This design comes from an exercise in tuning for small area on the open sky130 flow, not from production work.
The RTL was checked by simulation tests, not by an equivalence proof against the original design.
No driver is modelled on the clock port, so clocking that relies on it looks cheaper here than on a real chip.
No activity file was given, so power comes from the tool's default toggle rates.

[flow/design.v]
module btncore_debounce (
    input  wire clk,
    input  wire rst,
    input  wire btn_n,
    input  wire service,
    output reg  is_debouncing,
    output wire due
);
    localparam [5:0] DB_LOAD = 6'b110011;
    localparam [5:0] DB_POL  = 6'b101010;
    reg  [5:0] cnt;
    reg        prev_n;
    wire [5:0] s = cnt ^ DB_POL;
    wire accept = prev_n & ~btn_n & ~is_debouncing;
    assign due = is_debouncing & (s[5:1] == 5'd0);
    always @(posedge clk) begin
        prev_n <= btn_n;
        cnt    <= (accept ? DB_LOAD : {s[4:0], ~(s[5] ^ s[4])}) ^ DB_POL;
        if (rst)
            is_debouncing <= 1'b0;
        else if (accept)
            is_debouncing <= 1'b1;
        else if (service)
            is_debouncing <= 1'b0;
    end
endmodule
module btncore_glyph (
    input  wire [3:0]  d,
    output wire [24:0] glyph
);
    assign glyph[0] = ~d[0] | d[1] | d[2] | d[3];
    assign glyph[1] = (~d[2] & ~d[0]) | (d[2] & d[0]) | d[1] | d[3];
    assign glyph[2] = d[0] | d[1] | ~d[2];
    assign glyph[3] = (~d[2] & ~d[0]) | (d[2] & d[0]) | d[1] | d[3];
    assign glyph[4] = ~d[0] | d[1] | d[2] | d[3];
    assign glyph[5] = (~d[1] & ~d[0]) | (d[2] & ~d[0]) | (d[2] & ~d[1]) | d[3];
    assign glyph[6] = (~d[3] & ~d[2] & ~d[1] & d[0]);
    assign glyph[7] = (~d[3] & ~d[2] & ~d[1] & d[0]);
    assign glyph[8] = 1'b0;
    assign glyph[9] = (~d[1] & ~d[0]) | (~d[2] & ~d[0]) | (d[1] & d[0]) | d[3];
    assign glyph[10] = ~d[0] | (d[2] & ~d[1]) | (~d[2] & d[1]) | d[3];
    assign glyph[11] = (d[1] & ~d[0]) | (d[2] & ~d[1]) | (~d[2] & d[1]) | d[3];
    assign glyph[12] = (d[1] & ~d[0]) | (~d[2] & d[0]) | (d[2] & ~d[1]) | d[3];
    assign glyph[13] = d[1] | d[2] | d[3];
    assign glyph[14] = ~d[0] | (d[2] & ~d[1]) | (~d[2] & d[1]) | d[3];
    assign glyph[15] = (d[1] & ~d[0]) | (~d[2] & ~d[0]);
    assign glyph[16] = 1'b0;
    assign glyph[17] = (~d[3] & ~d[2] & ~d[1] & d[0]) | (d[2] & d[1] & d[0]);
    assign glyph[18] = 1'b0;
    assign glyph[19] = (~d[1] & ~d[0]) | (d[2] & ~d[0]) | (~d[2] & d[1] & d[0]) | (d[2] & ~d[1]) | d[3];
    assign glyph[20] = (d[1] & ~d[0]) | (~d[2] & ~d[0]) | (d[2] & ~d[1] & d[0]) | (~d[2] & d[1]) | d[3];
    assign glyph[21] = (d[1] & ~d[0]) | (~d[1] & d[0]) | ~d[2];
    assign glyph[22] = d[0] | d[1] | ~d[2];
    assign glyph[23] = (d[1] & ~d[0]) | (~d[1] & d[0]) | ~d[2];
    assign glyph[24] = ~d[0] | (d[2] & ~d[1]) | (~d[2] & d[1]) | d[3];
endmodule
module btncore_tone (
    input  wire [3:0]  d,
    output wire [15:0] freq
);
    assign freq[0] = (d[1] & d[0]) | d[3];
    assign freq[1] = (d[1] & ~d[0]) | (~d[2] & ~d[1]) | (d[2] & d[1]);
    assign freq[2] = (d[2] & d[1] & ~d[0]) | (~d[2] & d[1] & d[0]) | (~d[3] & ~d[2] & ~d[1]);
    assign freq[3] = (d[3] & ~d[0]) | d[1] | d[2];
    assign freq[4] = (d[2] & ~d[1] & d[0]) | (~d[2] & d[1] & d[0]) | (d[3] & d[0]);
    assign freq[5] = (d[2] & d[1] & ~d[0]) | (~d[3] & ~d[1] & d[0]);
    assign freq[6] = (d[1] & ~d[0]) | (d[3] & ~d[0]) | (~d[2] & d[1]);
    assign freq[7] = (d[2] & ~d[0]) | (d[3] & d[0]) | (d[2] & ~d[1]);
    assign freq[8] = (d[1] & ~d[0]) | (d[2] & ~d[1]) | (~d[3] & ~d[2]);
    assign freq[9] = (d[2] & d[1] & d[0]) | d[3];
    assign freq[10] = 1'b0;
    assign freq[11] = 1'b0;
    assign freq[12] = 1'b0;
    assign freq[13] = 1'b0;
    assign freq[14] = 1'b0;
    assign freq[15] = 1'b0;
endmodule
module btncore_stage (
    input  wire clk,
    input  wire rst,
    input  wire arm,
    output wire fire
);
    localparam [5:0] ST_LOAD = 6'b001010;
    localparam [5:0] ST_POL  = 6'b101010;
    reg  [5:0] t;
    wire [5:0] s = t ^ ST_POL;
    assign fire = s[5] & ~s[4] & ~s[3] & ~s[2] & ~s[0];
    wire [5:0] nxt = rst ? 6'd0 :
                     arm ? ST_LOAD :
                     {s[4:0], (s[5] ^ s[4]) & ~fire};
    always @(posedge clk)
        t <= nxt ^ ST_POL;
endmodule
module btncore_silence (
    input  wire clk,
    input  wire rst,
    input  wire press,
    output wire fire
);
    wire [3:0] f;
    btncore_stage u_s0 (.clk(clk), .rst(rst), .arm(press), .fire(f[0]));
    btncore_stage u_s1 (.clk(clk), .rst(rst), .arm(f[0]),  .fire(f[1]));
    btncore_stage u_s2 (.clk(clk), .rst(rst), .arm(f[1]),  .fire(f[2]));
    btncore_stage u_s3 (.clk(clk), .rst(rst), .arm(f[2]),  .fire(f[3]));
    assign fire = f[3];
endmodule
module btncore (
    input  wire        clk,
    input  wire        rst,
    input  wire [1:0]  btn_n,
    output wire [3:0]  digit_o,
    output wire [24:0] glyph_o,
    output wire        render_stb_o,
    output wire        tone_on_o,
    output wire [15:0] tone_freq_o,
    output wire        tone_start_stb_o,
    output wire        tone_stop_stb_o,
    output wire        pwm_en_o,
    output wire        status_led_o,
    output wire [1:0]  is_debouncing_o,
    output wire [1:0]  irq_en_o
);
    localparam [6:0] BL_LOAD = 7'b1110000;
    localparam [6:0] BL_POL  = 7'b0101010;
    reg [3:0]  digit;
    reg [6:0]  blink;
    wire [6:0] bl = blink ^ BL_POL;
    reg        status_led;
    reg        tone_on;
    reg        pwm_en;
    reg        press_stb;
    reg        tone_stop_stb;
    wire [1:0] due;
    wire       ci = due[0];
    wire       cd = due[1] & ~due[0];
    btncore_debounce u_db_inc (
        .clk(clk), .rst(rst), .btn_n(btn_n[0]), .service(ci),
        .is_debouncing(is_debouncing_o[0]), .due(due[0])
    );
    btncore_debounce u_db_dec (
        .clk(clk), .rst(rst), .btn_n(btn_n[1]), .service(cd),
        .is_debouncing(is_debouncing_o[1]), .due(due[1])
    );
    wire press_inc = ci & ~btn_n[0];
    wire press_dec = cd & ~btn_n[1];
    wire press     = press_inc | press_dec;
    wire bf        = (bl == 7'd0);
    wire [1:0] fire;
    btncore_silence u_sil_inc (.clk(clk), .rst(rst), .press(press_inc), .fire(fire[0]));
    btncore_silence u_sil_dec (.clk(clk), .rst(rst), .press(press_dec), .fire(fire[1]));
    wire silence = |fire;
    always @(posedge clk) begin
        if (rst) begin
            digit         <= 4'd0;
            blink         <= BL_LOAD ^ BL_POL;
            status_led    <= 1'b0;
            tone_on       <= 1'b0;
            pwm_en        <= 1'b0;
            press_stb     <= 1'b0;
            tone_stop_stb <= 1'b0;
        end else begin
            if (press_inc)
                digit <= (digit[3] & digit[0]) ? 4'd0 : digit + 4'd1;
            else if (press_dec)
                digit <= (digit == 4'd0) ? 4'd9 : digit - 4'd1;
            if (press)
                tone_on <= 1'b1;
            else if (silence)
                tone_on <= 1'b0;
            if (press)
                pwm_en <= 1'b1;
            press_stb     <= press;
            tone_stop_stb <= silence;
            if (bf) begin
                blink      <= BL_LOAD ^ BL_POL;
                status_led <= ~status_led;
            end else begin
                blink      <= {bl[5:0], ~(bl[6] ^ bl[5])} ^ BL_POL;
            end
        end
    end
    btncore_glyph u_glyph (.d(digit), .glyph(glyph_o));
    btncore_tone  u_tone  (.d(digit), .freq(tone_freq_o));
    assign digit_o          = digit;
    assign render_stb_o     = press_stb;
    assign tone_start_stb_o = press_stb;
    assign tone_on_o        = tone_on;
    assign tone_stop_stb_o  = tone_stop_stb;
    assign pwm_en_o         = pwm_en;
    assign status_led_o     = status_led;
    assign irq_en_o         = ~is_debouncing_o;
endmodule
[flow/flow/run.sh]
#!/bin/bash
# The standard layout, with the smallest buffer (buf_1) on every port.
set -euo pipefail
bash standard.sh "BUFFER_PORTS_ARGS=-buffer_cell sky130_fd_sc_hd__buf_1" finish > standard.log 2>&1
[flow/standard.sh]
#!/bin/bash
# synth_recipe.tcl (not shown) runs the flow's synth.tcl, then flattens the netlist and writes it again
# the make line also repeats each setting of config.mk as NAME=value (left out here)
make -C /OpenROAD-flow-scripts/flow DESIGN_CONFIG=/design/flow/config.mk WORK_HOME=/design/flow/orfs CLKGATE_MAP_FILE= SYNTH_SCRIPT=/design/flow/synth_recipe.tcl "${@:-finish}"
[flow/config.mk]
export PLATFORM = sky130hd
export DESIGN_NAME = btncore
export DESIGN_NICKNAME = btncore
export VERILOG_FILES = /design/flow/design.v
export SDC_FILE = /design/flow/constraint.sdc
export NUM_CORES = 4
export LEC_CHECK = 0
export CAP_MARGIN = 20
export CORE_MARGIN = 2
export CORE_UTILIZATION = 40
export SLEW_MARGIN = 20
[flow/constraint.sdc]
create_clock -name core_clock -period 10.0 [get_ports {clk}]
set_input_delay 2.0000 -clock core_clock [delete_from_list [all_inputs] [get_ports {clk}]]
set_output_delay 2.0000 -clock core_clock [all_outputs]
set_load 0.01 [all_outputs]
==> results of run 1 <==
-- state kept, by name, summed over array words and instances, names as in the netlist, 6 cells and up --
register / count
blink: 7
u_db_dec.cnt: 6
u_db_inc.cnt: 6
u_sil_dec.u_s0.t: 6
u_sil_dec.u_s1.t: 6
u_sil_dec.u_s2.t: 6
u_sil_dec.u_s3.t: 6
u_sil_inc.u_s0.t: 6
u_sil_inc.u_s1.t: 6
u_sil_inc.u_s2.t: 6
u_sil_inc.u_s3.t: 6
-- cell usage after synthesis (2+ instances only) --
| cell type | number |
|---|---|
| sky130_fd_sc_hd__a21oi_1 | 10 |
| sky130_fd_sc_hd__ha_1 | 16 |
| sky130_fd_sc_hd__or2_1 | 2 |
| sky130_fd_sc_hd__dfxtp_1 | 80 |
| sky130_fd_sc_hd__and3_1 | 2 |
| sky130_fd_sc_hd__o311ai_0 | 2 |
| sky130_fd_sc_hd__xnor2_1 | 4 |
| sky130_fd_sc_hd__or3_1 | 8 |
| sky130_fd_sc_hd__or2_2 | 8 |
| sky130_fd_sc_hd__buf_4 | 19 |
| sky130_fd_sc_hd__nor4bb_1 | 6 |
| sky130_fd_sc_hd__nand2b_1 | 2 |
| sky130_fd_sc_hd__o21ai_0 | 19 |
| sky130_fd_sc_hd__nand3_1 | 6 |
| sky130_fd_sc_hd__nor2_1 | 40 |
| sky130_fd_sc_hd__xor2_1 | 2 |
| sky130_fd_sc_hd__clkbuf_1 | 7 |
| sky130_fd_sc_hd__nor3b_1 | 2 |
| sky130_fd_sc_hd__nand2_1 | 34 |
| sky130_fd_sc_hd__nor3_1 | 18 |
| sky130_fd_sc_hd__inv_1 | 28 |
-- layer usage --
metal,share of wire,track usage,up-vias
met2,0.44,0.216,59
met1,0.49,0.182,1030
met5,0,0,-
met4,0.017,0.0634,0
li1,-,-,1167
met3,0.055,0.0403,9
-- power by group through the flow --
stage               Combinational (µW)  Clock, µW  Sequential [µW]
floorplan                         31.4          0              353
CTS                               35.5        285              348
detailed placement                35.3          0              356
finish                            34.9        276              348
global route                      40.6        298              351
global placement                  34.8          0              355
-- worst register-to-register path, stage by stage, from the launching register on --
cell and delay, ps:
sky130_fd_sc_hd__dfxtp_1 640, sky130_fd_sc_hd__inv_1 300, sky130_fd_sc_hd__ha_1 340, sky130_fd_sc_hd__nor3b_1 180
sky130_fd_sc_hd__o311ai_0 450, sky130_fd_sc_hd__o31ai_1 130
-- worst paths after layout --
kind / to / cells after the start / startpoint
setup / recovery: glyph_o[19] / 5 / digit[0]
hold / removal: u_sil_inc.u_s1.t[2] / 1 / u_sil_inc.u_s1.t[1]
setup reg to reg: digit[0] / 5 / digit[0]
hold reg to reg: u_sil_inc.u_s1.t[2] / 1 / u_sil_inc.u_s1.t[1]
-- cells by family after synthesis --
logic type | Yosys count
AO/OA/AOI/OAI | 41
XOR/XNOR | 6
adder cells (fa/ha/maj) | 16
buffers and inverters | 57
flip-flops | 80
other | 1
AND/OR/NAND/NOR | 136
-- layout make-up --
| class | instances | area [µm²] | share of cell area |
|---|---|---|---|
| multi-input cells | 208 | 1240 | 0.354 |
| well taps | 102 | 128 | 0.0364 |
| inverters | 29 | 109 | 0.0311 |
| flip-flops and latches | 80 | 1600 | 0.457 |
| clock inverters | 6 | 109 | 0.0311 |
| repair buffers | 50 | 191 | 0.0547 |
| clock buffers | 9 | 124 | 0.0354 |
-- through the flow --
stage          power, µW  instances  setup WS, ps
6_report             659        484          5490
5_1_grt              689        484          5290
4_1_cts              668        484          5490
3_5_place_dp         391        469          5880
3_3_place_gp         390        469          5940
2_1_floorplan        384        345          6230
==> flow_summary.rst, run 1 <==
.. list-table::
   :header-rows: 1

   * - Metric
     - Value
   * - Worst IR Drop VDD
     - 74.0 µV
   * - Fraction of layout instances using a drive strength above 1
     - 0.0785
   * - Design internal power
     - 516 µW
   * - Floorplan row count
     - 32
   * - Commonest non-fill, non-tap cell in the layout
     - sky130_fd_sc_hd__dfxtp_1
   * - Number of storage elements in the synthesis netlist
     - 80
   * - Number of hold violations in the final report
     - 0
   * - Count of unresolved DRC violations after routing
     - 0
   * - Part of the power in combinational logic
     - 0.053
   * - Number of flops mapped to enable cells by yosys
     - 0
   * - Clock share of power
     - 0.419
   * - Share of synthesized area occupied by flip-flops and latches
     - 0.517
   * - Overall via count from detail_route
     - 2265
   * - CTS tree
     - done
   * - Pin count of the biggest net entering global routing
     - 32
   * - Synth async-reset ratio
     - 0
   * - Wire per inst
     - 11.4 µm
   * - Worst skew pair latency
     - 350 ps
   * - Total length of routed wires
     - 5510 µm
   * - Post-layout min period
     - 4510 ps
   * - Placer congestion estimate
     - 0.794
   * - Worst path bufs/invs
     - 2
   * - Quantity of hold-fixing buffers added after cts
     - 0
   * - Xor and xnor fraction of the mapped netlist area
     - 0.0170
   * - Dominant delay contributor by cell family on the critical path
     - simple AND/OR/NAND/NOR gates
   * - Number of antenna diodes
     - 0
   * - Crit path max-delay cell type
     - sky130_fd_sc_hd__dfxtp_1
   * - Antenna violations before repair
     - 0
   * - Worst-case clock skew
     - 7.61 ps
   * - Syn Area/Cell
     - 9.19 µm²
   * - Via count of the first global-routing pass
     - 2038
   * - Cells along the critical path
     - inv_1 > ha_1 > or4_1 > or2_1 > buf_1
   * - Part of the total power dissipated in sequential elements
     - 0.528
   * - Share of Yosys cell area claimed by the top area cell type
     - 0.517
   * - Initial Utilization
     - 0.407
   * - CTS max path bufs
     - 2
   * - Critical path type
     - register to output pin
   * - Hold crit path type
     - register to register
   * - Chip width
     - 92.0 µm
   * - Overall routing resource usage
     - 0.140
   * - Utilization of the core after routing
     - 0.460
   * - Arrival time at the worst endpoint
     - 2510 ps
   * - CP startpoint kind
     - register
   * - Post-layout instance area
     - 3500 µm²
   * - Adder-cell area share of the yosys netlist
     - 0.0646
   * - Leading area contributor after synthesis
     - sky130_fd_sc_hd__dfxtp_1
   * - Simple-gate share of the synthesized area
     - 0.226
   * - Buffers added on ports
     - 49
   * - Total number of H-tree levels
     - 3
   * - Number of I/O pins
     - 59
   * - Switching share of power
     - 0.217
   * - Post-detail-place hpwl
     - 3900 µm
   * - Leakage power figure
     - 0.00149 µW
   * - Number of design-rule violations left by the first detailed-router iteration
     - 63
   * - Total global routing overflow
     - 0
   * - Maximum clock frequency
     - 222 MHz
   * - Root Buffer
     - sky130_fd_sc_hd__clkbuf_8
   * - Global-route wire length before repair
     - 9460 µm
   * - Layout overhead on the synthesized area
     - 13.0%
   * - Setup-violating endpoint count in the final report
     - 0
   * - Total of warnings raised by yosys
     - 3
   * - Yosys cell types
     - 43
   * - Outcome
     - timing/DRC/antenna clean
   * - RSZ-0062 raised after global routing
     - no
   * - Core Footprint
     - 7610 µm²
   * - PostCTS Resize Cnt
     - 0
   * - Top library cells by usage in the layout, fill and taps aside
     - sky130_fd_sc_hd__dfxtp_1 (80), sky130_fd_sc_hd__buf_1 (49), sky130_fd_sc_hd__nor2_1 (40)
   * - Layout filler cell count
     - 760
   * - Worst EP required
     - 8000 ps
   * - Y dimension of the die
     - 92.0 µm
   * - DIE AREA
     - 8460 µm²
   * - Relative slew margins
     - 0.560
   * - Max Transition Viols Final
     - 0
   * - Final TNS setup
     - 0 ps
   * - Worst stage delay on the critical path
     - 640 ps
   * - Actual slew at the worst max-slew pin
     - 651 ps
   * - Largest cells by area after synthesis
     - sky130_fd_sc_hd__dfxtp_1 (52%), sky130_fd_sc_hd__ha_1 (6.5%), sky130_fd_sc_hd__nor2_1 (4.8%)
   * - PD cells
     - 188 nW/µm²
   * - Count of buffers added by post-CTS timing repair for setup
     - 0
   * - Detailed Routing Iterations Pass 1
     - 4
   * - Endpoint type of the worst setup path
     - output pin
   * - Maximum fanout count along the critical path
     - 15
   * - Routed Antenna Nets
     - 0
   * - Placed standard-cell area
     - 3270 µm²
   * - Final hold slack
     - 378 ps
   * - Largest family of logic cells by synthesized area
     - simple AND/OR/NAND/NOR gates
   * - Nets
     - 398
   * - Post-Syn Area
     - 3100 µm²
   * - Flop2flop setup slack
     - 7830 ps
   * - Multiplexer share of the synthesized area
     - 0
   * - Switching Power
     - 143 µW
   * - CTS buffer count
     - 9
   * - Share of the cycle needed by the critical path after routing
     - 0.451
   * - Ratio of routed vias to standard cells
     - 4.68
   * - Max-cap violation count
     - 0
   * - Compound-Gate Fraction of Synth Area
     - 0.0820
   * - Clock sink count
     - 80
   * - Cell count after synthesis
     - 337
   * - Clock slew seen by the registers of the worst setup and hold paths
     - 80 ps
   * - Most instantiated flip-flop cell in the synthesis netlist
     - sky130_fd_sc_hd__dfxtp_1
==> run 2: changes to the inputs <==
==> flow/run.sh (new file) <==
#!/bin/bash
# synth_recipe.tcl (not shown) runs the flow's synth.tcl, then flattens the netlist and writes it again
# the make line also repeats each setting of config.mk as NAME=value (left out here)
make -C /OpenROAD-flow-scripts/flow DESIGN_CONFIG=/design/flow/config.mk WORK_HOME=/design/flow/orfs CLKGATE_MAP_FILE= SYNTH_SCRIPT=/design/flow/synth_recipe.tcl finish
removed: flow/flow/run.sh
removed: flow/standard.sh
==> run 2 against run 1 <==
  * Global-route usage up 0.42 points
  * Sequential power about the same
  * Die area unchanged
  * Routed wire length up 2.2%
  * Count of clock-buffer cells in the layout unchanged
  * First-iteration DRC count up 11%
  * Fmax down 7.4%
  * Sequential share of layout area down 3.4 points
  * Critical path type unchanged
==> flow_summary.rst, run 2 <==
.. list-table::
   :header-rows: 1

   * - Metric
     - Value
   * - Flop2flop setup slack
     - 7800 ps
   * - Most instantiated flip-flop cell in the synthesis netlist
     - sky130_fd_sc_hd__dfxtp_1
   * - Initial Utilization
     - 0.407
   * - Number of I/O pins
     - 59
   * - Leakage power figure
     - 0.00161 µW
   * - Nets
     - 398
   * - Syn Area/Cell
     - 9.19 µm²
   * - Maximum clock frequency
     - 205 MHz
   * - Worst slack at placement
     - 5490 ps
   * - CTS max path bufs
     - 2
   * - Worst skew pair latency
     - 350 ps
   * - CP startpoint kind
     - register
   * - Largest cells by area after synthesis
     - sky130_fd_sc_hd__dfxtp_1 (52%), sky130_fd_sc_hd__ha_1 (6.5%), sky130_fd_sc_hd__nor2_1 (4.8%)
   * - Number of cells on the critical path
     - 5
   * - Number of antenna diodes
     - 0
   * - Count of unresolved DRC violations after routing
     - 0
   * - End of the worst register-to-register path
     - digit[0]
   * - Leading area contributor after synthesis
     - sky130_fd_sc_hd__dfxtp_1
   * - Adder-cell area share of the yosys netlist
     - 0.0646
   * - Xor and xnor fraction of the mapped netlist area
     - 0.0170
   * - Dominant delay contributor by cell family on the critical path
     - buffers and inverters
   * - Inst Count DP
     - 469
   * - Commonest non-fill, non-tap cell in the layout
     - sky130_fd_sc_hd__dfxtp_1
   * - Total global routing overflow
     - 0
   * - Chip width
     - 92.0 µm
   * - Number of storage elements in the synthesis netlist
     - 80
   * - Multi-input gate area
     - 1240 µm²
   * - Number of design-rule violations left by the first detailed-router iteration
     - 70
   * - Met1 layer usage reported by global route
     - 0.181
   * - Layout overhead on the synthesized area
     - 22.2%
   * - Yosys cell types
     - 43
   * - Post-route non-filler standard cell count
     - 485
   * - Share of the cycle needed by the critical path after routing
     - 0.488
   * - Met3 routing resource usage after global routing
     - 0.0403
   * - Antenna violations before repair
     - 0
   * - Compound-Gate Fraction of Synth Area
     - 0.0820
   * - Simple-gate share of the synthesized area
     - 0.226
   * - Wire per inst
     - 11.6 µm
   * - Number of hold violations in the final report
     - 0
   * - Arrival time at the worst endpoint
     - 2880 ps
   * - DIE AREA
     - 8460 µm²
   * - Maximum fanout count along the critical path
     - 15
   * - Via count of the first global-routing pass
     - 2186
   * - Endpoint of the worst setup timing path
     - glyph_o[19]
   * - Total number of H-tree levels
     - 3
   * - Top library cells by usage in the layout, fill and taps aside
     - sky130_fd_sc_hd__dfxtp_1 (80), sky130_fd_sc_hd__clkdlybuf4s50_1 (49), sky130_fd_sc_hd__nor2_1 (40)
   * - Root Buffer
     - sky130_fd_sc_hd__clkbuf_8
   * - Core Footprint
     - 7610 µm²
   * - Placed standard-cell area
     - 3580 µm²
   * - Share of Yosys cell area claimed by the top area cell type
     - 0.517
   * - Endpoint type of the worst setup path
     - output pin
   * - Worst EP required
     - 8000 ps
   * - Worst stage delay on the critical path
     - 630 ps
   * - Synth async-reset ratio
     - 0
   * - Most numerous cell in the Yosys netlist
     - sky130_fd_sc_hd__dfxtp_1
   * - Overall routing resource usage
     - 0.144
   * - Post-layout min period
     - 4880 ps
   * - Register ranked first by flip-flop count
     - blink
   * - Final hold slack
     - 386 ps
   * - Worst IR Drop VDD
     - 68.9 µV
   * - Cell types with the highest counts after synthesis
     - sky130_fd_sc_hd__dfxtp_1 (80), sky130_fd_sc_hd__nor2_1 (40), sky130_fd_sc_hd__nand2_1 (34), sky130_fd_sc_hd__inv_1 (28)
   * - Cells along the critical path
     - inv_1 > ha_1 > or4_1 > or2_1 > clkdlybuf4s50_1
   * - Count of buffers added by post-CTS timing repair for setup
     - 0
   * - Overall via count from detail_route
     - 2298
   * - Post-Syn Area
     - 3100 µm²
   * - Share of synthesized area occupied by flip-flops and latches
     - 0.517
   * - Max-cap violation count
     - 0
   * - Post-layout instance area
     - 3790 µm²
   * - Y dimension of the die
     - 92.0 µm
   * - Worst path bufs/invs
     - 2
   * - Actual slew at the worst max-slew pin
     - 633 ps
   * - Placer congestion estimate
     - 0.838
   * - Post-detail-place hpwl
     - 4100 µm
   * - Largest register FFs
     - 7
   * - Critical path type
     - register to output pin
   * - Cell count after synthesis
     - 337
   * - Footprint of the flip-flops and latches
     - 1600 µm²
   * - GR Util met2
     - 0.230
   * - Total length of routed wires
     - 5630 µm
   * - Global-route wire length before repair
     - 9780 µm
   * - Layout filler cell count
     - 727
   * - Number of flops mapped to enable cells by yosys
     - 0
   * - Critical path origin
     - digit[0]
   * - Hold crit path type
     - register to register
   * - Relative slew margins
     - 0.572
   * - Quantity of hold-fixing buffers added after cts
     - 0
   * - Cell depth of the worst flop-to-flop path
     - 5
   * - Pin count of the biggest net entering global routing
     - 32
   * - Gr busiest metal
     - met2
   * - Ratio of routed vias to standard cells
     - 4.74
   * - Critical register-to-register path startpoint
     - digit[0]
   * - RSZ-0062 raised after global routing
     - no
   * - Final TNS setup
     - 0 ps
   * - Outcome
     - timing/DRC/antenna clean
   * - CTS tree
     - done
   * - Clock slew seen by the registers of the worst setup and hold paths
     - 80 ps
   * - Multiplexer share of the synthesized area
     - 0
   * - Clock sink count
     - 80
   * - Detailed Routing Iterations Pass 1
     - 4
   * - Setup-violating endpoint count in the final report
     - 0
   * - Floorplan row count
     - 32
   * - CTS buffer count
     - 9
   * - Crit path max-delay cell type
     - sky130_fd_sc_hd__dfxtp_1
   * - Worst-case clock skew
     - 6.69 ps
   * - Buffers added on ports
     - 49
   * - PostCTS Resize Cnt
     - 0
   * - Fraction of layout instances using a drive strength above 1
     - 0.0809
   * - PD cells
     - 168 nW/µm²
   * - Routed Antenna Nets
     - 0
   * - Final Worst Setup Slack
     - 5120 ps
   * - Total of warnings raised by yosys
     - 3
   * - Largest family of logic cells by synthesized area
     - simple AND/OR/NAND/NOR gates
   * - Max Transition Viols Final
     - 0
-- run 2: cells by family after synthesis --
kind of cell	after synthesis
XOR/XNOR	6
AO/OA/AOI/OAI	41
adder cells (fa/ha/maj)	16
other	1
AND/OR/NAND/NOR	136
buffers and inverters	57
flip-flops	80
-- run 2: where the power goes --
part | internal [µW] | total [µW] | switching (µW)
combinational | 18.8 | 39.1 | 20.3
clock | 121 | 248 | 126
sequential | 337 | 348 | 11.0
total | 477 | 635 | 158
-- run 2: worst register-to-register path: cells and delay by family, from the launching register on --
kind	cells	cell delay, ps
buf+inv	1	310
simple gates	1	180
compound gates	2	610
flops	1	630
fa+ha+maj	1	340
-- run 2: stage by stage --
step	util	total power, µW
final	0.498	635
after detailed placement	0.470	395
after CTS	0.498	643
after floorplan	-	384
after global placement	0.470	394
after global routing	0.498	664
-- run 2: cell type report --
class,count,area share
Clock buffer,9,0.0327
Multi-Input combinational cell,208,0.327
Timing Repair Buffer,50,0.132
Sequential cell,80,0.423
Inverter,29,0.0288
Tap cell,102,0.0337
Clock inverter,7,0.0228
-- run 2: how the worst min path moves through the flow --
stage | startpoint | to | slack (ps) | cells past startpoint
2_1_floorplan | blink[3] | blink[4] | 350 | 1
3_3_place_gp | u_db_inc.cnt[2] | u_db_inc.cnt[3] | 360 | 1
6_report | u_db_inc.cnt[0] | u_db_inc.cnt[1] | 390 | 1
4_1_cts | u_sil_dec.u_s2.t[1] | u_sil_dec.u_s2.t[2] | 390 | 1
5_1_grt | u_sil_dec.u_s1.t[1] | u_sil_dec.u_s1.t[2] | 400 | 1
3_5_place_dp | u_sil_inc.u_s0.t[4] | u_sil_inc.u_s0.t[5] | 370 | 1
-- run 2: per-layer routing --
metal,up-vias,wire length (µm),share of wire
met2,54,2520,0.45
li1,1170,-,-
met1,1066,2720,0.48
met5,-,0,0
met3,8,290,0.052
met4,0,91,0.016
==> run 3: changes to the inputs <==
--- a/flow/design.v
+++ b/flow/design.v
@@ -75,6 +75,20 @@
     assign freq[14] = 1'b0;
     assign freq[15] = 1'b0;
 endmodule
+module btncore_step (
+    input  wire [3:0] d,
+    output wire [3:0] t_inc,
+    output wire [3:0] t_dec
+);
+    assign t_inc[0] = 1'b1;
+    assign t_inc[1] = (~d[3] & d[0]);
+    assign t_inc[2] = (d[1] & d[0]);
+    assign t_inc[3] = (d[2] & d[1] & d[0]) | (d[3] & d[0]);
+    assign t_dec[0] = 1'b1;
+    assign t_dec[1] = (d[1] & ~d[0]) | (d[2] & ~d[0]) | (d[3] & ~d[0]);
+    assign t_dec[2] = (d[2] & ~d[1] & ~d[0]) | (d[3] & ~d[0]);
+    assign t_dec[3] = (~d[2] & ~d[1] & ~d[0]);
+endmodule
 module btncore_stage (
     input  wire clk,
     input  wire rst,
@@ -146,6 +160,8 @@
     wire press_dec = cd & ~btn_n[1];
     wire press     = press_inc | press_dec;
     wire bf        = (bl == 7'd0);
+    wire [3:0] digit_tinc, digit_tdec;
+    btncore_step u_step (.d(digit), .t_inc(digit_tinc), .t_dec(digit_tdec));
     wire [1:0] fire;
     btncore_silence u_sil_inc (.clk(clk), .rst(rst), .press(press_inc), .fire(fire[0]));
     btncore_silence u_sil_dec (.clk(clk), .rst(rst), .press(press_dec), .fire(fire[1]));
@@ -160,10 +176,8 @@
             press_stb     <= 1'b0;
             tone_stop_stb <= 1'b0;
         end else begin
-            if (press_inc)
-                digit <= (digit[3] & digit[0]) ? 4'd0 : digit + 4'd1;
-            else if (press_dec)
-                digit <= (digit == 4'd0) ? 4'd9 : digit - 4'd1;
+            digit <= digit ^ ({4{press_inc}} & digit_tinc)
+                           ^ ({4{press_dec}} & digit_tdec);
             if (press)
                 tone_on <= 1'b1;
             else if (silence)
==> flow/flow/run.sh (new file) <==
#!/bin/bash
# The standard layout (standard.sh, synth_recipe.tcl unchanged) with these
# settings changed:
#  - ABC maps the logic with an area-oriented script (flow/abc_area.script)
#    instead of ORFS's speed script: the design has 5 ns of slack to spare;
#  - the smallest buffer (buf_1) on every port;
#  - clock tree synthesis without dummy loads.
# Registers are mapped before ABC runs, so they are the standard synthesis's.
set -euo pipefail
W=$PWD
cat > "$W/flow_synth.tcl" <<EOF
# ORFS's synthesis through synth_recipe.tcl, with ABC's -script replaced.
proc abc {args} {
  set i [lsearch -exact \$args -script]
  if {\$i >= 0} { lset args [expr {\$i + 1}] $W/flow/abc_area.script }
  yosys abc {*}\$args
}
source $W/synth_recipe.tcl
EOF
bash standard.sh "SYNTH_SCRIPT=$W/flow_synth.tcl" "ADDER_MAP_FILE=" \
  "BUFFER_PORTS_ARGS=-buffer_cell sky130_fd_sc_hd__buf_1" \
  "CTS_ARGS=-sink_clustering_enable -repair_clock_nets -dont_use_dummy_load" \
  finish > standard.log 2>&1
==> flow/flow/abc_area.script (new file) <==
strash
dc2
dch -f
amap -m
==> flow/standard.sh (new file) <==
#!/bin/bash
# synth_recipe.tcl (not shown) runs the flow's synth.tcl, then flattens the netlist and writes it again
# the make line also repeats each setting of config.mk as NAME=value (left out here)
make -C /OpenROAD-flow-scripts/flow DESIGN_CONFIG=/design/flow/config.mk WORK_HOME=/design/flow/orfs CLKGATE_MAP_FILE= SYNTH_SCRIPT=/design/flow/synth_recipe.tcl "${@:-finish}"
removed: flow/run.sh
==> run 3 against run 2 <==
  * Flip-flop and latch count unchanged
  * First-iteration DRC count is 30% higher
  * Combinational power is 38% lower
  * Still clean on timing, DRC and antenna
  * Cell count shrank 4.9%
  * Routed wire length shrank 14%
==> flow_summary.rst, run 3 <==
.. list-table::
   :header-rows: 1

   * - Metric
     - Value
   * - Outcome
     - timing/DRC/antenna clean
   * - Overall routing resource usage
     - 0.137
   * - CP startpoint kind
     - register
   * - Worst EP required
     - 8000 ps
   * - Share of synthesized area occupied by flip-flops and latches
     - 0.573
   * - Layout overhead on the synthesized area
     - 11.3%
   * - Core Footprint
     - 6790 µm²
   * - Floorplan row count
     - 30
   * - Yosys cell types
     - 27
   * - Cell depth of the worst flop-to-flop path
     - 10
   * - Placer congestion estimate
     - 0.827
   * - Buffers added on ports
     - 49
   * - Leakage power figure
     - 0.00115 µW
   * - Most numerous cell in the Yosys netlist
     - sky130_fd_sc_hd__dfxtp_1
   * - Quantity of hold-fixing buffers added after cts
     - 0
   * - Share of the cycle needed by the critical path after routing
     - 0.427
   * - Number of antenna diodes
     - 0
   * - Critical path type
     - register to output pin
   * - Clock slew seen by the registers of the worst setup and hold paths
     - 80 ps
   * - Syn Area/Cell
     - 8.79 µm²
   * - Commonest non-fill, non-tap cell in the layout
     - sky130_fd_sc_hd__dfxtp_1
   * - Routed Antenna Nets
     - 0
   * - Count of buffers added by post-CTS timing repair for setup
     - 0
   * - Number of flops mapped to enable cells by yosys
     - 0
   * - Global-route wire length before repair
     - 8230 µm
   * - Wire per inst
     - 10.6 µm
   * - Nets
     - 371
   * - Number of storage elements in the synthesis netlist
     - 80
   * - Total of warnings raised by yosys
     - 3
   * - Worst skew pair latency
     - 340 ps
   * - Detailed Routing Iterations Pass 1
     - 7
   * - Largest cells by area after synthesis
     - sky130_fd_sc_hd__dfxtp_1 (57%), sky130_fd_sc_hd__nor2_1 (9.1%), sky130_fd_sc_hd__buf_4 (5.1%)
   * - Number of hold violations in the final report
     - 0
   * - Leading area contributor after synthesis
     - sky130_fd_sc_hd__dfxtp_1
   * - Endpoint of the worst setup timing path
     - glyph_o[17]
   * - Worst-case clock skew
     - 28.2 ps
   * - Count of unresolved DRC violations after routing
     - 0
   * - Initial Utilization
     - 0.411
   * - Critical register-to-register path startpoint
     - u_db_inc.is_debouncing
   * - Most instantiated flip-flop cell in the synthesis netlist
     - sky130_fd_sc_hd__dfxtp_1
   * - Ratio of routed vias to standard cells
     - 4.67
   * - Post-layout min period
     - 4270 ps
   * - Post-Syn Area
     - 2790 µm²
   * - PostCTS Resize Cnt
     - 0
   * - Post-detail-place hpwl
     - 3390 µm
   * - DIE AREA
     - 7670 µm²
   * - CTS max path bufs
     - 2
   * - Number of design-rule violations left by the first detailed-router iteration
     - 91
   * - Share of Yosys cell area claimed by the top area cell type
     - 0.573
   * - Maximum clock frequency
     - 234 MHz
   * - Hold crit path type
     - register to register
   * - Synth async-reset ratio
     - 0
   * - Actual slew at the worst max-slew pin
     - 907 ps
   * - Clock sink count
     - 80
   * - End of the worst register-to-register path
     - digit[1]
   * - Number of I/O pins
     - 59
   * - Pin count of the biggest net entering global routing
     - 27
   * - Flop2flop setup slack
     - 7770 ps
   * - RSZ-0062 raised after global routing
     - no
   * - Top library cells by usage in the layout, fill and taps aside
     - sky130_fd_sc_hd__dfxtp_1 (80), sky130_fd_sc_hd__nor2_1 (68), sky130_fd_sc_hd__buf_1 (49)
   * - Fraction of layout instances using a drive strength above 1
     - 0.0247
   * - Total global routing overflow
     - 0
   * - Worst IR Drop VDD
     - 87.8 µV
   * - Max-cap violation count
     - 0
   * - CTS buffer count
     - 9
   * - Max Transition Viols Final
     - 0
   * - Final TNS setup
     - 0 ps
   * - Total length of routed wires
     - 4860 µm
   * - Cell count after synthesis
     - 318
   * - Largest register FFs
     - 7
   * - Arrival time at the worst endpoint
     - 2270 ps
   * - PD cells
     - 173 nW/µm²
   * - Setup-violating endpoint count in the final report
     - 0
   * - Chip width
     - 87.6 µm
   * - Critical path origin
     - digit[0]
   * - Overall via count from detail_route
     - 2155
   * - Relative slew margins
     - 0.396
   * - Total number of H-tree levels
     - 3
   * - CTS tree
     - done
   * - Via count of the first global-routing pass
     - 1841
   * - Antenna violations before repair
     - 0
   * - Endpoint type of the worst setup path
     - output pin
   * - Maximum fanout count along the critical path
     - 13
   * - Root Buffer
     - sky130_fd_sc_hd__clkbuf_8
   * - Y dimension of the die
     - 87.6 µm
   * - Design Power
     - 537 µW
   * - Register ranked first by flip-flop count
     - blink
   * - Cell types with the highest counts after synthesis
     - sky130_fd_sc_hd__dfxtp_1 (80), sky130_fd_sc_hd__nor2_1 (68), sky130_fd_sc_hd__clkinv_1 (29), sky130_fd_sc_hd__o21ai_0 (25), sky130_fd_sc_hd__buf_4 (19)
==> run 3: cell count changes after synthesis, sizes merged, moves of 5 or more <==
cell / change
nor2: +28
clkbuf: -7
or3: -5
inv: -29
ha: -16
o22ai: +5
nand2b: +7
o21ai: +5
nand2: -20
clkinv: +29
==> run 3: area by class of cell <==
type | instances | area (µm²)
inverters | 29 | 109
multi-input cells | 198 | 971
clock buffers | 9 | 124
well taps | 96 | 120
flip-flops and latches | 80 | 1600
fillers | 675 | 3680
repair buffers | 49 | 184
==> run 3: routing by layer <==
metal / vias up / wire length, µm / track usage
met4: 0 / 62 / 0.0643
li1: 1127 / - / -
met1: 966 / 2620 / 0.200
met2: 56 / 1970 / 0.184
met5: - / 0 / 0
met3: 6 / 218 / 0.0424
==> run 3: stage by stage <==
stage	std cells	hold WS [ps]	area, µm²	util	setup slack, ps
final	461	361	3110	0.458	5730
after floorplan	326	368	2820	-	6210
after global routing	461	381	3110	0.458	5430
after CTS	461	366	3110	0.458	5720
after detailed placement	452	372	2990	0.439	6020
after global placement	452	370	2990	0.439	6080
==> run 3: worst max-delay path: stages, from the launching register on <==
cell	delay (ps)
sky130_fd_sc_hd__dfxtp_1	490
sky130_fd_sc_hd__clkinv_1	380
sky130_fd_sc_hd__nor2_1	340
sky130_fd_sc_hd__clkinv_1	170
sky130_fd_sc_hd__nor2_1	230
sky130_fd_sc_hd__clkinv_1	140
sky130_fd_sc_hd__nand2_1	70
sky130_fd_sc_hd__buf_1	140
==> run 3: how the worst min path moves through the flow <==
stage / startpoint / endpoint / slack (ps) / cells after the start
after global placement: u_sil_dec.u_s3.t[1] / u_sil_dec.u_s3.t[2] / 370 / 1
after detailed placement: u_sil_dec.u_s3.t[1] / u_sil_dec.u_s3.t[2] / 370 / 1
after CTS: u_sil_inc.u_s0.t[1] / u_sil_inc.u_s0.t[2] / 370 / 1
after floorplan: u_db_dec.cnt[0] / u_db_dec.cnt[1] / 370 / 1
after global routing: u_sil_dec.u_s1.t[1] / u_sil_dec.u_s1.t[2] / 380 / 1
final: u_sil_inc.u_s0.t[1] / u_sil_inc.u_s0.t[2] / 360 / 1
==> run 3: cells by family after synthesis <==
logic type	synth area share
flops	0.573
other cells	0.00134
simple gates	0.231
buf+inv	0.0900
compound gates	0.105
==> run 3: report_power, final <==
group          internal, µW  total [µW]  leakage, µW  switching, µW
clock network          80.3         173    0.0000647           92.9
logic                  8.65        24.1     0.000430           15.5
registers               333         339     0.000653           6.73
total                   422         537      0.00115            115
==> run 4: changes to the inputs <==
--- a/flow/flow/run.sh
+++ b/flow/flow/run.sh
@@ -4,7 +4,9 @@
 #  - ABC maps the logic with an area-oriented script (flow/abc_area.script)
 #    instead of ORFS's speed script: the design has 5 ns of slack to spare;
 #  - the smallest buffer (buf_1) on every port;
-#  - clock tree synthesis without dummy loads.
+#  - clock tree synthesis without dummy loads, and afterwards each clock
+#    buffer is downsized as far as the clock-pin slew allows
+#    (flow/downsize_clk.tcl, run as ORFS's POST_CTS_TCL hook).
 # Registers are mapped before ABC runs, so they are the standard synthesis's.
 set -euo pipefail
 W=$PWD
@@ -20,4 +22,5 @@
 bash standard.sh "SYNTH_SCRIPT=$W/flow_synth.tcl" "ADDER_MAP_FILE=" \
   "BUFFER_PORTS_ARGS=-buffer_cell sky130_fd_sc_hd__buf_1" \
   "CTS_ARGS=-sink_clustering_enable -repair_clock_nets -dont_use_dummy_load" \
+  "POST_CTS_TCL=$W/flow/downsize_clk.tcl" \
   finish > standard.log 2>&1
==> flow/flow/downsize_clk.tcl (new file) <==
proc dsc_max_clk_slew {} {
  set mx 0
  foreach p [get_pins -hierarchical */CLK] {
    foreach e {rise fall} {
      set s [get_property $p slew_max_$e]
      if {$s > $mx} { set mx $s }
    }
  }
  return $mx
}
set dsc_target 0.110
set dsc_sizes {sky130_fd_sc_hd__clkbuf_1 sky130_fd_sc_hd__clkbuf_2 sky130_fd_sc_hd__clkbuf_4 sky130_fd_sc_hd__clkbuf_8 sky130_fd_sc_hd__clkbuf_16}
estimate_parasitics -placement
puts "clock buffer downsizing: max clock pin slew [dsc_max_clk_slew] before"
foreach inst [[ord::get_db_block] getInsts] {
  set m [[$inst getMaster] getName]
  if {[lsearch -exact $dsc_sizes $m] < 0} { continue }
  set orig $m
  foreach cand $dsc_sizes {
    if {$cand eq $orig} { break }
    replace_cell [get_cells [$inst getName]] [get_lib_cells $cand]
    estimate_parasitics -placement
    if {[dsc_max_clk_slew] <= $dsc_target} { break }
    replace_cell [get_cells [$inst getName]] [get_lib_cells $orig]
    estimate_parasitics -placement
  }
  puts "clock buffer [$inst getName]: $orig -> [[$inst getMaster] getName]"
}
puts "clock buffer downsizing: max clock pin slew [dsc_max_clk_slew] after"
==> run 4 against run 3 <==
  * Still clean on timing, DRC and antenna
  * Sequential power about the same
  * Fmax shrank 9.2%
  * Non-clock buffer count unchanged
  * Sequential share of layout area increased by 0.48 points
  * Design area down 0.93%
  * Register-to-register slack better by 40 ps
  * Flip-flop and latch count unchanged
==> flow_summary.rst, run 4 <==
.. list-table::
   :header-rows: 1

   * - Metric
     - Value
   * - Actual slew at the worst max-slew pin
     - 910 ps
   * - RSZ-0062 raised after global routing
     - no
   * - Fraction of layout instances using a drive strength above 1
     - 0.0219
   * - Largest cells by area after synthesis
     - sky130_fd_sc_hd__dfxtp_1 (57%), sky130_fd_sc_hd__nor2_1 (9.1%), sky130_fd_sc_hd__buf_4 (5.1%)
   * - Share of Yosys cell area claimed by the top area cell type
     - 0.573
   * - Number of flops mapped to enable cells by yosys
     - 0
   * - Pin count of the biggest net entering global routing
     - 27
   * - Final TNS setup
     - 0 ps
   * - Outcome
     - timing/DRC/antenna clean
   * - Top library cells by usage in the layout, fill and taps aside
     - sky130_fd_sc_hd__dfxtp_1 (80), sky130_fd_sc_hd__nor2_1 (68), sky130_fd_sc_hd__buf_1 (49)
   * - Max-cap violation count
     - 0
   * - Chip width
     - 87.6 µm
   * - Post-layout min period
     - 4700 ps
   * - Layout overhead on the synthesized area
     - 10.3%
   * - Placer congestion estimate
     - 0.827
   * - Syn Area/Cell
     - 8.79 µm²
   * - Buffers added on ports
     - 49
   * - Maximum fanout count along the critical path
     - 13
   * - Number of antenna diodes
     - 0
   * - Antenna violations before repair
     - 0
   * - Total global routing overflow
     - 0
   * - Commonest non-fill, non-tap cell in the layout
     - sky130_fd_sc_hd__dfxtp_1
   * - Largest register FFs
     - 7
   * - Ratio of routed vias to standard cells
     - 4.68
   * - Via count of the first global-routing pass
     - 1844
   * - CTS tree
     - done
   * - Register ranked first by flip-flop count
     - blink
   * - Y dimension of the die
     - 87.6 µm
   * - Worst IR Drop VDD
     - 86.8 µV
   * - Clock sink count
     - 80
   * - Cell count after synthesis
     - 318
   * - Cells along the critical path
     - clkinv_1 > nor2_1 > clkinv_1 > nor2_1 > clkinv_1 > nand2_1 > buf_1
   * - Share of the cycle needed by the critical path after routing
     - 0.470
   * - Multi-input gate area
     - 971 µm²
   * - Max Transition Viols Final
     - 0
   * - Worst stage delay on the critical path
     - 500 ps
   * - Wire per inst
     - 10.5 µm
   * - Post-Syn Area
     - 2790 µm²
   * - Hold crit path type
     - register to register
   * - Arrival time at the worst endpoint
     - 2700 ps
   * - Total of warnings raised by yosys
     - 3
   * - Most numerous cell in the Yosys netlist
     - sky130_fd_sc_hd__dfxtp_1
   * - Total length of routed wires
     - 4860 µm
   * - Worst path bufs/invs
     - 4
   * - Synth async-reset ratio
     - 0
   * - Initial Utilization
     - 0.411
   * - Endpoint type of the worst setup path
     - output pin
   * - Yosys cell types
     - 27
   * - Number of I/O pins
     - 59
   * - Count of unresolved DRC violations after routing
     - 0
   * - Overall via count from detail_route
     - 2158
   * - Overall routing resource usage
     - 0.137
   * - Cell types with the highest counts after synthesis
     - sky130_fd_sc_hd__dfxtp_1 (80), sky130_fd_sc_hd__nor2_1 (68), sky130_fd_sc_hd__clkinv_1 (29), sky130_fd_sc_hd__o21ai_0 (25), sky130_fd_sc_hd__buf_4 (19)
   * - Maximum clock frequency
     - 213 MHz
   * - CP startpoint kind
     - register
   * - PD cells
     - 167 nW/µm²
   * - Dominant delay contributor by cell family on the critical path
     - buffers and inverters
   * - Footprint of the flip-flops and latches
     - 1600 µm²
   * - Share of synthesized area occupied by flip-flops and latches
     - 0.573
   * - Worst skew pair latency
     - 740 ps
   * - Critical path type
     - register to output pin
   * - DIE AREA
     - 7670 µm²
   * - Number of hold violations in the final report
     - 0
   * - Number of design-rule violations left by the first detailed-router iteration
     - 78
   * - Crit path max-delay cell type
     - sky130_fd_sc_hd__dfxtp_1
   * - Worst EP required
     - 8000 ps
   * - Utilization of the core after routing
     - 0.453
   * - Detailed Routing Iterations Pass 1
     - 4
   * - Global-route wire length before repair
     - 8230 µm
   * - Setup-violating endpoint count in the final report
     - 0
   * - Leakage power figure
     - 0.00113 µW
   * - Worst-case clock skew
     - 38.8 ps
   * - Routed Antenna Nets
     - 0
   * - Clock slew seen by the registers of the worst setup and hold paths
     - 100 ps
   * - Floorplan row count
     - 30
   * - Leading area contributor after synthesis
     - sky130_fd_sc_hd__dfxtp_1
   * - Post-detail-place hpwl
     - 3390 µm
   * - Number of storage elements in the synthesis netlist
     - 80
   * - Relative slew margins
     - 0.393
   * - Top cell by count, worst path
     - sky130_fd_sc_hd__clkinv_1
   * - Layout filler cell count
     - 677
   * - Nets
     - 371
   * - Most instantiated flip-flop cell in the synthesis netlist
     - sky130_fd_sc_hd__dfxtp_1
   * - Core Footprint
     - 6790 µm²
==> run 4: logic make-up after synthesis <==
family,Yosys count,share of synthesized area
buffers and inverters,48,0.0900
DFF,80,0.573
AOI/OAI and AO/OA,53,0.105
and+or+nand+nor,136,0.231
other,1,0.00134
==> run 4: through the flow <==
| stage | setup slack (ps) | power (µW) | area [µm²] | instances | hold slack, ps |
|---|---|---|---|---|---|
| after floorplan | 6210 | 367 | 2820 | 326 | 368 |
| after global placement | 6080 | 371 | 2990 | 452 | 370 |
| after detailed placement | 6020 | 371 | 2990 | 452 | 372 |
| after global routing | 4920 | 542 | 3080 | 461 | 383 |
| final | 5300 | 514 | 3080 | 461 | 363 |
==> run 4: area by class of cell <==
type | count | area share
multi-input combinational | 198 | 0.315
inverter | 29 | 0.0353
timing repair buffer | 49 | 0.0597
tap | 96 | 0.0390
sequential | 80 | 0.520
clock buffer | 9 | 0.0309
==> run 4: path summary, 6_finish.rpt <==
check | start | end | slack [ps] | cells past startpoint
hold / removal | u_sil_inc.u_s0.t[1] | u_sil_inc.u_s0.t[2] | 360 | 1
setup reg to reg | u_db_inc.is_debouncing | digit[1] | 7810 | 10
hold reg to reg | u_sil_inc.u_s0.t[1] | u_sil_inc.u_s0.t[2] | 360 | 1
setup / recovery | digit[0] | glyph_o[17] | 5300 | 7
==> run 4: power breakdown <==
part | internal [µW] | leakage (µW) | switching [µW]
clock | 59.1 | 0.0000509 | 91.3
sequential | 333 | 0.000653 | 6.73
combinational | 8.65 | 0.000430 | 15.5
total | 400 | 0.00113 | 113
==> run 4: worst reg2reg max path, stage by stage (launching register included) <==
cell	delay, ps
sky130_fd_sc_hd__dfxtp_1	390
sky130_fd_sc_hd__clkinv_1	100
sky130_fd_sc_hd__nor3_1	190
sky130_fd_sc_hd__nand3_1	130
sky130_fd_sc_hd__nor2_1	360
sky130_fd_sc_hd__clkinv_1	240
sky130_fd_sc_hd__nor2_1	180
sky130_fd_sc_hd__clkinv_1	100
sky130_fd_sc_hd__o22ai_1	180
sky130_fd_sc_hd__o21a_1	150
sky130_fd_sc_hd__nor3_1	40
==> run 4: per-layer routing <==
| layer | track usage | share of wire | up-vias |
|---|---|---|---|
| met5 | 0 | 0 | - |
| met4 | 0.0643 | 0.017 | 0 |
| met3 | 0.0424 | 0.045 | 6 |
| met2 | 0.185 | 0.40 | 56 |
| met1 | 0.199 | 0.54 | 967 |
| li1 | - | - | 1129 |
==> run 5: changes to the inputs <==
==> flow/flow/abc_area.script (replaced) <==
strash
dch -f
amap -m
==> run 5 against run 4 <==
  * Via count down 0.42%
  * Non-clock buffer count increased by 2
  * Hold slack got worse by 13 ps
  * Sequential share of layout area rose by 0.71 points
  * Die area down 1.0%
  * Largest cell class unchanged
  * Synthesized area decreased by 1.1%
  * Synthesized cell count grew 0.63%
  * Still clean
  * Cell count decreased by 2.6%
  * Design area decreased by 1.3%
  * First-iteration DRC count increased by 32%
==> flow_summary.rst, run 5 <==
.. list-table::
   :header-rows: 1

   * - Metric
     - Value
   * - Outcome
     - timing/DRC/antenna clean
   * - Setup-violating endpoint count in the final report
     - 0
   * - Endpoint type of the worst setup path
     - output pin
   * - Overall via count from detail_route
     - 2149
   * - Number of design-rule violations left by the first detailed-router iteration
     - 103
   * - Relative slew margins
     - 0.541
   * - Global-route wire length before repair
     - 8500 µm
   * - Crit path max-delay cell type
     - sky130_fd_sc_hd__dfxtp_1
   * - Antenna violations before repair
     - 0
   * - Worst-case clock skew
     - 39.7 ps
   * - Clock share of power
     - 0.288
   * - Number of flops mapped to enable cells by yosys
     - 0
   * - Buffers added on ports
     - 49
   * - Synth async-reset ratio
     - 0
   * - Count of unresolved DRC violations after routing
     - 0
   * - Share of the cycle needed by the critical path after routing
     - 0.465
   * - Syn Area/Cell
     - 8.64 µm²
   * - Total global routing overflow
     - 0
   * - Chip width
     - 87.1 µm
   * - Initial Utilization
     - 0.409
   * - Total of warnings raised by yosys
     - 3
   * - CP startpoint kind
     - register
   * - Most numerous cell in the Yosys netlist
     - sky130_fd_sc_hd__dfxtp_1
   * - Switching share of power
     - 0.221
   * - Post-Syn Area
     - 2760 µm²
   * - DIE AREA
     - 7590 µm²
   * - Inst Count DP
     - 440
   * - Hold crit path type
     - register to register
   * - Largest family of logic cells by synthesized area
     - simple AND/OR/NAND/NOR gates
   * - Worst stage delay on the critical path
     - 550 ps
   * - Adder-cell area share of the yosys netlist
     - 0
   * - Post-route non-filler standard cell count
     - 449
   * - Critical path type
     - register to output pin
   * - Largest cells by area after synthesis
     - sky130_fd_sc_hd__dfxtp_1 (58%), sky130_fd_sc_hd__nor2_1 (9.9%), sky130_fd_sc_hd__buf_4 (5.2%)
   * - Number of storage elements in the synthesis netlist
     - 80
   * - Maximum clock frequency
     - 215 MHz
   * - Top library cells by usage in the layout, fill and taps aside
     - sky130_fd_sc_hd__dfxtp_1 (80), sky130_fd_sc_hd__nor2_1 (73), sky130_fd_sc_hd__buf_1 (49)
   * - Total length of routed wires
     - 4890 µm
   * - Number of hold violations in the final report
     - 0
   * - Multiplexer share of the synthesized area
     - 0
   * - Via count of the first global-routing pass
     - 1919
   * - Pin count of the biggest net entering global routing
     - 27
   * - Maximum fanout count along the critical path
     - 13
   * - Arrival time at the worst endpoint
     - 2650 ps
   * - RSZ-0062 raised after global routing
     - no
   * - Y dimension of the die
     - 87.1 µm
   * - Share of Yosys cell area claimed by the top area cell type
     - 0.579
   * - Overall routing resource usage
     - 0.143
   * - Leading area contributor after synthesis
     - sky130_fd_sc_hd__dfxtp_1
   * - Core Footprint
     - 6760 µm²
   * - Placer congestion estimate
     - 0.873
   * - Nets
     - 375
   * - Post-layout min period
     - 4650 ps
   * - Yosys cell types
     - 24
   * - Number of I/O pins
     - 59
   * - Clock sink count
     - 80
   * - Largest register FFs
     - 7
   * - Worst EP required
     - 8000 ps
   * - Worst IR Drop VDD
     - 106 µV
   * - Fraction of layout instances using a drive strength above 1
     - 0.0271
   * - Part of the power in combinational logic
     - 0.045
   * - Cell types with the highest counts after synthesis
     - sky130_fd_sc_hd__dfxtp_1 (80), sky130_fd_sc_hd__nor2_1 (73), sky130_fd_sc_hd__o21ai_0 (26), sky130_fd_sc_hd__nand2_1 (22), sky130_fd_sc_hd__nor3_1 (22)
   * - Wire per inst
     - 10.9 µm
   * - Part of the total power dissipated in sequential elements
     - 0.667
   * - Actual slew at the worst max-slew pin
     - 688 ps
   * - Simple-gate share of the synthesized area
     - 0.238
   * - Cell count after synthesis
     - 320
   * - Leakage power figure
     - 0.00111 µW
   * - Clock slew seen by the registers of the worst setup and hold paths
     - 90 ps
   * - CTS tree
     - done
   * - PD cells
     - 167 nW/µm²
   * - Routed Antenna Nets
     - 0
   * - Final TNS setup
     - 0 ps
   * - Cells along the critical path
     - clkinv_1 > nor2_1 > clkinv_1 > nor2_1 > or2_0 > buf_1
   * - Post-detail-place hpwl
     - 3520 µm
   * - Max-cap violation count
     - 0
   * - Register ranked first by flip-flop count
     - blink
   * - Max Transition Viols Final
     - 0
   * - Ratio of routed vias to standard cells
     - 4.79
   * - Share of synthesized area occupied by flip-flops and latches
     - 0.579
   * - Layout overhead on the synthesized area
     - 9.96%
   * - Commonest non-fill, non-tap cell in the layout
     - sky130_fd_sc_hd__dfxtp_1
   * - Worst skew pair latency
     - 780 ps
   * - Number of antenna diodes
     - 0
   * - Switching Power
     - 112 µW
   * - Compound-Gate Fraction of Synth Area
     - 0.101
   * - Xor and xnor fraction of the mapped netlist area
     - 0
   * - Most instantiated flip-flop cell in the synthesis netlist
     - sky130_fd_sc_hd__dfxtp_1
   * - Detailed Routing Iterations Pass 1
     - 5
   * - Design internal power
     - 395 µW
   * - Floorplan row count
     - 30
run 5: logic make-up (layout without fill, tap and decap cells):
| family | Yosys count | count (layout) |
|---|---|---|
| simple gates | 148 | 148 |
| compound gates | 51 | 51 |
| buf+inv | 40 | 81 |
| flops | 80 | 80 |
| other cells | 1 | 9 |
run 5: per-layer routing:
layer | vias to the layer above | track usage | routed length (µm)
li1 | 1137 | - | -
met1 | 957 | 0.184 | 2390
met2 | 44 | 0.216 | 2210
met3 | 11 | 0.0464 | 198
met4 | 0 | 0.0713 | 88
met5 | - | 0 | 0
run 5: area by class of cell:
cell class | count | area (µm²)
clock buffers | 9 | 88.8
fillers | 704 | 3720
inverters | 21 | 78.8
multi-input cells | 208 | 971
flip-flops and latches | 80 | 1600
well taps | 80 | 100
repair buffers | 51 | 199
run 5: power groups by stage:
| stage | logic [µW] | registers (µW) | clock network (µW) |
|---|---|---|---|
| after floorplan | 20.4 | 344 | 0 |
| final | 22.9 | 338 | 146 |
| after detailed placement | 23.4 | 345 | 0 |
| after global routing | 27.2 | 340 | 168 |
| after global placement | 22.9 | 345 | 0 |
run 5: worst max-delay path: cells and delay by family (launching register included):
family        cells  cell delay [ps]
flops             1              550
buf+inv           3              730
simple gates      3              600
run 5: worst paths after layout:
path	start	to	slack [ps]	cells past startpoint
setup / recovery	digit[0]	glyph_o[19]	5350	6
hold / removal	u_db_inc.cnt[0]	u_db_inc.cnt[1]	350	1
setup reg to reg	u_db_inc.cnt[4]	digit[1]	7460	10
hold reg to reg	u_db_inc.cnt[0]	u_db_inc.cnt[1]	350	1
run 5: through the flow:
stage | utilization | hold slack, ps | instance area, µm² | worst slack [ps] | power, µW
2_1_floorplan | - | 358 | 2790 | 6360 | 364
3_3_place_gp | 0.437 | 368 | 2950 | 6270 | 368
3_5_place_dp | 0.437 | 371 | 2950 | 6210 | 369
5_1_grt | 0.450 | 388 | 3040 | 5030 | 535
6_report | 0.450 | 350 | 3040 | 5350 | 507
==> run 6: changes to the inputs <==
--- a/flow/design.v
+++ b/flow/design.v
@@ -3,25 +3,23 @@
     input  wire rst,
     input  wire btn_n,
     input  wire service,
-    output reg  is_debouncing,
+    output wire is_debouncing,
     output wire due
 );
-    localparam [5:0] DB_LOAD = 6'b110011;
+    localparam [5:0] DB_LOAD = 6'b001010;
     localparam [5:0] DB_POL  = 6'b101010;
-    reg  [5:0] cnt;
+    reg  [5:0] t;
     reg        prev_n;
-    wire [5:0] s = cnt ^ DB_POL;
+    wire [5:0] s = t ^ DB_POL;
+    assign is_debouncing = |s;
+    assign due = ~s[4] & ~s[3] & ~s[2] & (s[5] ^ s[0]);
     wire accept = prev_n & ~btn_n & ~is_debouncing;
-    assign due = is_debouncing & (s[5:1] == 5'd0);
+    wire [5:0] nxt = (rst | service) ? 6'd0 :
+                     accept          ? DB_LOAD :
+                     {s[4:0], s[5] ^ s[4]};
     always @(posedge clk) begin
         prev_n <= btn_n;
-        cnt    <= (accept ? DB_LOAD : {s[4:0], ~(s[5] ^ s[4])}) ^ DB_POL;
-        if (rst)
-            is_debouncing <= 1'b0;
-        else if (accept)
-            is_debouncing <= 1'b1;
-        else if (service)
-            is_debouncing <= 1'b0;
+        t      <= nxt ^ DB_POL;
     end
 endmodule
 module btncore_glyph (
==> run 6 against run 5 <==
  * Sequential power decreased by 5%
  * Register-to-register slack better by 370 ps
  * Still clean on timing, DRC and antenna
  * Critical path type unchanged
  * Synthesized cell count increased by 0.63%
  * Sequential share of layout area fell by 0.83 points
  * Non-clock buffer count shrank 2
==> flow_summary.rst, run 6 <==
.. list-table::
   :header-rows: 1

   * - Metric
     - Value
   * - Leakage power figure
     - 0.00110 µW
   * - Floorplan row count
     - 30
   * - Post-Syn Area
     - 2750 µm²
   * - Placed standard-cell area
     - 2920 µm²
   * - Leading area contributor after synthesis
     - sky130_fd_sc_hd__dfxtp_1
   * - Endpoint type of the worst setup path
     - output pin
   * - Via count of the first global-routing pass
     - 1899
   * - Final hold slack
     - 364 ps
   * - Cell count after synthesis
     - 322
   * - Cell types with the highest counts after synthesis
     - sky130_fd_sc_hd__dfxtp_1 (78), sky130_fd_sc_hd__nor2_1 (68), sky130_fd_sc_hd__o21ai_0 (35), sky130_fd_sc_hd__nand2_1 (24), sky130_fd_sc_hd__clkinv_1 (23)
   * - Share of synthesized area occupied by flip-flops and latches
     - 0.567
   * - Core Footprint
     - 6720 µm²
   * - Register ranked first by flip-flop count
     - blink
   * - Pin count of the biggest net entering global routing
     - 27
   * - Total global routing overflow
     - 0
   * - Max-cap violation count
     - 0
   * - Arrival time at the worst endpoint
     - 2540 ps
   * - Part of the power in combinational logic
     - 0.072
   * - Setup-violating endpoint count in the final report
     - 0
   * - Largest register FFs
     - 7
   * - Post-layout instance area
     - 3010 µm²
   * - Final TNS setup
     - 0 ps
   * - Part of the total power dissipated in sequential elements
     - 0.642
   * - Number of storage elements in the synthesis netlist
     - 78
   * - Total length of routed wires
     - 5100 µm
   * - Placer congestion estimate
     - 0.840
   * - Largest cells by area after synthesis
     - sky130_fd_sc_hd__dfxtp_1 (57%), sky130_fd_sc_hd__nor2_1 (9.3%), sky130_fd_sc_hd__o21ai_0 (6.4%)
   * - Post-layout min period
     - 4540 ps
   * - Maximum fanout count along the critical path
     - 13
   * - Design Power
     - 498 µW
   * - Antenna violations before repair
     - 0
   * - Switching Power
     - 118 µW
   * - Number of I/O pins
     - 59
   * - PD cells
     - 165 nW/µm²
   * - Startpoint of the most critical hold path
     - u_sil_dec.u_s1.t[1]
   * - Critical register-to-register path startpoint
     - u_db_inc.t[0]
   * - Share of the cycle needed by the critical path after routing
     - 0.454
   * - Detailed Routing Iterations Pass 1
     - 4
   * - Max Transition Viols Final
     - 0
   * - Synth async-reset ratio
     - 0
   * - DIE AREA
     - 7560 µm²
   * - Fraction of layout instances using a drive strength above 1
     - 0.0217
   * - Design internal power
     - 380 µW
   * - Actual slew at the worst max-slew pin
     - 793 ps
   * - Outcome
     - timing/DRC/antenna clean
   * - Most numerous cell in the Yosys netlist
     - sky130_fd_sc_hd__dfxtp_1
   * - Relative slew margins
     - 0.472
   * - Initial Utilization
     - 0.410
   * - Y dimension of the die
     - 87.0 µm
   * - Total of warnings raised by yosys
     - 3
   * - Footprint of the flip-flops and latches
     - 1560 µm²
   * - Commonest non-fill, non-tap cell in the layout
     - sky130_fd_sc_hd__dfxtp_1
   * - Critical path type
     - register to output pin
   * - CTS tree
     - done
   * - Largest family of logic cells by synthesized area
     - simple AND/OR/NAND/NOR gates
   * - Post-detail-place hpwl
     - 3700 µm
   * - Ratio of routed vias to standard cells
     - 4.91
   * - Number of antenna diodes
     - 0
   * - Maximum clock frequency
     - 220 MHz
   * - Clock slew seen by the registers of the worst setup and hold paths
     - 100 ps
   * - Global-route wire length before repair
     - 8490 µm
   * - Utilization of the core after routing
     - 0.448
   * - Simple-gate share of the synthesized area
     - 0.222
   * - Critical path origin
     - digit[0]
   * - Layout overhead on the synthesized area
     - 9.36%
   * - Routed Antenna Nets
     - 0
   * - Syn Area/Cell
     - 8.55 µm²
   * - Count of unresolved DRC violations after routing
     - 0
   * - Number of flops mapped to enable cells by yosys
     - 0
   * - Wire per inst
     - 11.4 µm
   * - Nets
     - 375
   * - Number of design-rule violations left by the first detailed-router iteration
     - 210
   * - Clock sink count
     - 78
   * - Clock share of power
     - 0.286
   * - Adder-cell area share of the yosys netlist
     - 0
   * - Worst-case clock skew
     - 60.1 ps
   * - Multi-input gate area
     - 992 µm²
   * - Most instantiated flip-flop cell in the synthesis netlist
     - sky130_fd_sc_hd__dfxtp_1
   * - Multiplexer share of the synthesized area
     - 0
   * - Chip width
     - 87.0 µm
   * - Switching share of power
     - 0.237
   * - Overall via count from detail_route
     - 2205
   * - Number of hold violations in the final report
     - 0
   * - Hold crit path type
     - register to register
   * - RSZ-0062 raised after global routing
     - no
   * - Layout filler cell count
     - 695
   * - Share of Yosys cell area claimed by the top area cell type
     - 0.567
   * - Compound-Gate Fraction of Synth Area
     - 0.126
   * - CP startpoint kind
     - register
   * - Xor and xnor fraction of the mapped netlist area
     - 0
   * - Buffers added on ports
     - 49
   * - Top library cells by usage in the layout, fill and taps aside
     - sky130_fd_sc_hd__dfxtp_1 (78), sky130_fd_sc_hd__nor2_1 (68), sky130_fd_sc_hd__buf_1 (49)
   * - Worst skew pair latency
     - 760 ps
   * - Worst EP required
     - 8000 ps
   * - Yosys cell types
     - 24
   * - Overall routing resource usage
     - 0.143
   * - Worst IR Drop VDD
     - 68.1 µV
[run 6: cell count changes after synthesis, moves of 4 or more]
cell / before / now
sky130_fd_sc_hd__a211oi_1: 2 / 6
sky130_fd_sc_hd__nor2_1: 73 / 68
sky130_fd_sc_hd__nor3_1: 22 / 16
sky130_fd_sc_hd__o21ai_0: 26 / 35
[run 6: worst max-delay path: stages (launching register included)]
cell and delay [ps]:
sky130_fd_sc_hd__dfxtp_1 600, sky130_fd_sc_hd__clkinv_1 420, sky130_fd_sc_hd__nor2_1 310, sky130_fd_sc_hd__o21ai_0 140
sky130_fd_sc_hd__o21bai_1 170, sky130_fd_sc_hd__buf_1 130
[run 6: cells by family (layout without fill, tap and decap cells)]
logic type / count (synthesis) / count (layout)
and+or+nand+nor: 139 / 139
AOI/OAI and AO/OA: 62 / 62
DFF: 78 / 78
other: 1 / 9
buffers and inverters: 42 / 81
[run 6: cell type report]
type / instances / area share
Sequential cell: 78 / 0.519
Multi-Input combinational cell: 210 / 0.330
Timing Repair Buffer: 49 / 0.0611
Tap cell: 80 / 0.0333
Clock buffer: 9 / 0.0287
Inverter: 23 / 0.0287
[run 6: final timing paths]
kind,endpoint,slack [ps],depth (start not counted)
setup / recovery,glyph_o[19],5460,5
hold / removal,u_sil_dec.u_s1.t[2],360,1
setup reg to reg,digit[3],7830,12
hold reg to reg,u_sil_dec.u_s1.t[2],360,1
[run 6: power by group through the flow]
stage	sequential (µW)	clock (µW)	combinational, µW
2_1_floorplan	326	0	29.9
3_3_place_gp	327	0	35.9
3_5_place_dp	327	0	35.9
5_1_grt	321	164	40.8
6_report	320	143	35.6
[run 6: metal layers]
metal	wire [µm]	up-vias	global-route usage
met4	73	0	0.0639
met2	2310	52	0.216
met5	0	-	0
met3	245	8	0.0512
met1	2470	1009	0.184
li1	-	1136	-
[run 6: through the flow]
step	cells	setup slack, ps
after floorplan	330	6450
after global placement	440	6170
after detailed placement	440	6110
after global routing	449	5190
final	449	5460

static timing again, ports no longer ideal:
No port has a modelled driver above. Below, the same layouts with a new extraction and two added sets of constraints. Step 1 assumes that a clkbuf_16 drives the clock port and a buf_2 every other input. Step 2 also shifts input and output timing later by t, the mid clock arrival at the registers, as if the neighbouring blocks saw the same clock. Slacks: ideal ports / drivers / drivers and shift; pairs: ideal ports / drivers.
run | t (ns) | setup WS [ns] | slew at the worst register clock pin (ns) | worst data-port slew with drivers (ns) | cell pins on the clock port's net
run 1 | 0.371 | 5.487 / 5.458 / 5.830 | 0.08 / 0.08 | 0.03 | 1
run 2 | 0.375 | 5.124 / 5.096 / 5.471 | 0.09 / 0.09 | 0.03 | 1
run 3 | 0.354 | 5.727 / 5.700 / 5.999 | 0.08 / 0.08 | 0.03 | 1
run 4 | 0.750 | 5.296 / 5.269 / 6.005 | 0.10 / 0.10 | 0.03 | 1
run 5 | 0.787 | 5.348 / 5.323 / 6.110 | 0.10 / 0.10 | 0.03 | 1
run 6 | 0.757 | 5.459 / 5.431 / 6.130 | 0.10 / 0.10 | 0.03 | 1
After both steps every run listed still meets setup and hold.
